What follows belongs to an exercise in optimizing a design on an open flow for small area, a short achievable clock period and few clock cycles; a production flow would make more cautious choices. At most, simulation tests tie the RTL to the original design; equivalence was not proved. No activity file was given, so power comes from the tool's default toggle rates.

main:
Design prb_link, start of the top module:
module prb_link #(
    parameter PANEL_W     = 240,
    parameter PANEL_H     = 240,
    parameter LINE_W      = 160,
    parameter SRC_H       = 144,
    parameter MADCTL_INIT = 8'h00,
    parameter COLMOD_16BPP = 8'h55,
    parameter MS_CYCLES   = 8
) (
    input             clk,
    input             rst,
    input             cmd_valid,
    output            cmd_ready,
    input      [12:0] cmd_addr,
    input      [31:0] cmd_data,
    output reg        rsp_valid,
    output     [7:0]  rsp_code,
    output     [15:0] rsp_off,
    output reg        sck,
    output reg        mosi,
    output reg        dc,
    output reg        csn,
    output reg        rstn,
    output reg        bl
);
    localparam X0 = (PANEL_W - LINE_W) / 2;
    localparam Y0 = (PANEL_H - SRC_H) / 2;
    localparam NRING = LINE_W / 16;
    localparam [3:0] F_NONE        = 4'h0;
    localparam [3:0] F_BAD_ACCESS  = 4'h1;
    localparam [3:0] F_BAD_REG     = 4'h2;
    localparam [3:0] F_NOT_OPEN    = 4'h6;
    localparam [3:0] F_OPEN        = 4'h7;
    localparam [3:0] F_INVERTED    = 4'h8;
    localparam [3:0] F_RANGE       = 4'h9;
    localparam [3:0] F_UNINIT      = 4'hA;
    localparam [3:0] F_PAL_INDEX   = 4'hB;
    localparam [3:0] F_ROW_RANGE   = 4'hE;
    localparam [2:0] OP_INIT  = 3'd0;
    localparam [2:0] OP_WIN   = 3'd1;
    localparam [2:0] OP_FILL  = 3'd2;
  ...
clock: 8.0 ns
lec_check: 0
cap_margin: 20
core_margin: 2
core_utilization: 65
place_density: 0.75
slew_margin: 20
standard.sh (not shown) runs the stock make flow with config.mk's settings and CLKGATE_MAP_FILE= SYNTH_SCRIPT=/design/flow/synth_recipe.tcl, a recipe that flattens the netlist after the stock synthesis.
==> flow/flow/run.sh <==
#!/bin/bash
# The standard layout (the standard.sh) with: port buffers of buf_4 cells
# instead of the slow delay buffers buffer_ports picks by default; timing
# repair aiming at 5 ns of setup slack; larger clock-tree sink clusters and
# no dummy clock loads.
set -euo pipefail
bash standard.sh \
  BUFFER_PORTS_ARGS="-buffer_cell sky130_fd_sc_hd__buf_4" \
  SETUP_SLACK_MARGIN=5 \
  CTS_ARGS="-sink_clustering_enable -repair_clock_nets -sink_clustering_size 30 -sink_clustering_max_diameter 80 -dont_use_dummy_load" \
  finish > standard.log 2>&1
main went all the way through synthesis, placement and routing and the layout is clean on timing, DRC and antenna.
The following lists how the feature branch was set up differently from main:
Settings: setting ABC_AREA to 1 for the first time.
Notes after the runs:
- The final reports for the feature branch and main show die height higher in the former.
- When the final numbers for main and the feature branch were put side by side, the final standard cell utilization of the core turned out to be smaller in main.
- Relative to main, multi-input logic cell count has increased by about 20% in the feature branch.
- Min power in the clock group across main and the feature branch: main
- Higher net switching power goes to the feature branch over main.
- In the feature branch, sequential portion of the cell area is lower than in main.
- The feature branch vs. main: met2 track utilization from global routing went up 6.9 points, hold slack went down 52 ps, cell area after layout went up about 1%, routed wire length went up 21 mm.
- The compound-gate portion of the synthesized area reported for the feature branch is greater than that of main by 0.21 points.
Function was not checked in any run of this note: the RTL went through the layout flow alone.


prb_link, a different RTL version from the one above (not shown whole).
Size in the first run: roughly 1400 flip-flops, ~39000 um2 of cells after synthesis.
## prb_link
module prb_link #(
    parameter PANEL_W     = 240,
    parameter PANEL_H     = 240,
    parameter LINE_W      = 160,
    parameter SRC_H       = 144,
    parameter MADCTL_INIT = 8'h00,
    parameter COLMOD_16BPP = 8'h55,
    parameter MS_CYCLES   = 8
) (
    input             clk,
    input             rst,
    input             cmd_valid,
    output            cmd_ready,
    input      [12:0] cmd_addr,
    input      [31:0] cmd_data,
    output reg        rsp_valid,
    output     [7:0]  rsp_code,
    output     [15:0] rsp_off,
    output reg        sck,
    output reg        mosi,
    output reg        dc,
    output reg        csn,
    output reg        rstn,
    output reg        bl
);
    localparam X0 = (PANEL_W - LINE_W) / 2;
    localparam Y0 = (PANEL_H - SRC_H) / 2;
    localparam NRING = LINE_W / 16;
    localparam [3:0] F_NONE        = 4'h0;
    localparam [3:0] F_BAD_ACCESS  = 4'h1;
    localparam [3:0] F_BAD_REG     = 4'h2;
    localparam [3:0] F_NOT_OPEN    = 4'h6;
    localparam [3:0] F_OPEN        = 4'h7;
    localparam [3:0] F_INVERTED    = 4'h8;
    localparam [3:0] F_RANGE       = 4'h9;
    localparam [3:0] F_UNINIT      = 4'hA;
    localparam [3:0] F_PAL_INDEX   = 4'hB;
    localparam [3:0] F_ROW_RANGE   = 4'hE;
    localparam [2:0] OP_INIT  = 3'd0;
    localparam [2:0] OP_WIN   = 3'd1;
    localparam [2:0] OP_FILL  = 3'd2;
    localparam [2:0] OP_DRAW  = 3'd3;
    localparam [2:0] OP_PIXEL = 3'd4;
    localparam [2:0] OP_INV   = 3'd5;
    localparam [2:0] OP_IDLE  = 3'd6;
    localparam [2:0] OP_POWER = 3'd7;
    localparam [1:0] IT_BYTE = 2'd0;
    localparam [1:0] IT_RST0 = 2'd1;
    localparam [1:0] IT_RST1 = 2'd2;
    localparam [1:0] IT_END  = 2'd3;
    localparam [4:0] LB_INVALID = 5'h10;
    localparam [4:0] LB_BADHI   = 5'h11;
    reg [5*LINE_W-1:0] lbr;      
    reg [255:0] palr;            
    reg [15:0]  pal_v;
    reg [3:0]   ph;
    reg         sweep;
    reg         xv;              
    reg         xc;              
    reg         xr;              
    reg [12:0]  xa;
    reg [31:0]  xd;
    reg         xk_mis, xk_lb, xk_pal, xk_reg, xk_drw, xk_op;
    reg         xg;              
    reg [3:0]   xf;              
  ...
==> flow/config.mk <==
export PLATFORM = sky130hd
export DESIGN_NAME = prb_link
export DESIGN_NICKNAME = prb_link
export VERILOG_FILES = /design/flow/design.v
export SDC_FILE = /design/flow/constraint.sdc
export NUM_CORES = 4
export LEC_CHECK = 0
export CAP_MARGIN = 20
export CORE_MARGIN = 2
export CORE_UTILIZATION = 65
export PLACE_DENSITY = 0.75
export SLEW_MARGIN = 20
==> flow/constraint.sdc <==
create_clock -name core_clock -period 8.0 [get_ports {clk}]
set_input_delay 1.6000 -clock core_clock [delete_from_list [all_inputs] [get_ports {clk}]]
set_output_delay 1.6000 -clock core_clock [all_outputs]
set_load 0.01 [all_outputs]
==> flow/flow/run.sh <==
#!/bin/bash
# The standard layout (the standard.sh) with: port buffers of buf_4 cells
# instead of the slow delay buffers buffer_ports picks by default; timing
# repair aiming at 5 ns of setup slack; larger clock-tree sink clusters and
# no dummy clock loads.
set -euo pipefail
bash standard.sh \
  BUFFER_PORTS_ARGS="-buffer_cell sky130_fd_sc_hd__buf_4" \
  SETUP_SLACK_MARGIN=5.6 \
  CTS_ARGS="-sink_clustering_enable -repair_clock_nets -sink_clustering_size 30 -sink_clustering_max_diameter 80 -dont_use_dummy_load" \
  finish > standard.log 2>&1
Testbench counts at the start, summed over its fixed seeds: cycles 170,644.
Edit:
--- a/flow/flow/run.sh
+++ b/flow/flow/run.sh
@@ -8,3 +8,3 @@
   BUFFER_PORTS_ARGS="-buffer_cell sky130_fd_sc_hd__buf_4" \
-  SETUP_SLACK_MARGIN=5.6 \
+  SETUP_SLACK_MARGIN=5.3 \
   CTS_ARGS="-sink_clustering_enable -repair_clock_nets -sink_clustering_size 30 -sink_clustering_max_diameter 80 -dont_use_dummy_load" \
Fmax came out lower by 0.99%.
Clock power is about the same.
Sequential power barely changes.
Hold slack gains 0.017 ns.
Critical path depth came out higher by 8.
Power came out lower by 0.73%.
Design area came out lower by 3.0%.
Final cell count came out lower by 1.8%.

[re-timing with driven ports]
The results above use ideal ports. As a check the final layouts listed here were re-extracted and re-timed, cells and wires unchanged.
Step 1: set_driving_cell puts a clkbuf_16 on clk and a buf_2 on each other input, an assumption about the parent block.
Step 2 moves the port delays by t, midway between the first and last clock arrival at a register: inputs arrive t later, outputs are due t later. That takes back most of the time a late clock gives input paths.
a / b / c = no drivers / after step 1 / after step 2; a / b = the first two.
run | t (ns) | slack for setup (ns) | slew at the worst register clock pin (ns)
main | 0.680 | 5.076 / 5.054 / 4.427 | 0.11 / 0.11
the feature branch | 0.713 | 5.002 / 5.002 / 4.494 | 0.12 / 0.12
the first run of note 2 | 0.679 | 5.300 / 5.236 / 4.811 | 0.12 / 0.12
the second run of note 2 | 0.698 | 5.273 / 5.244 / 4.687 | 0.11 / 0.11
After both steps every run listed still meets setup and hold. The setup slack of main, which loses most, moves by -0.022 ns with the drivers and by -0.649 ns with both steps.
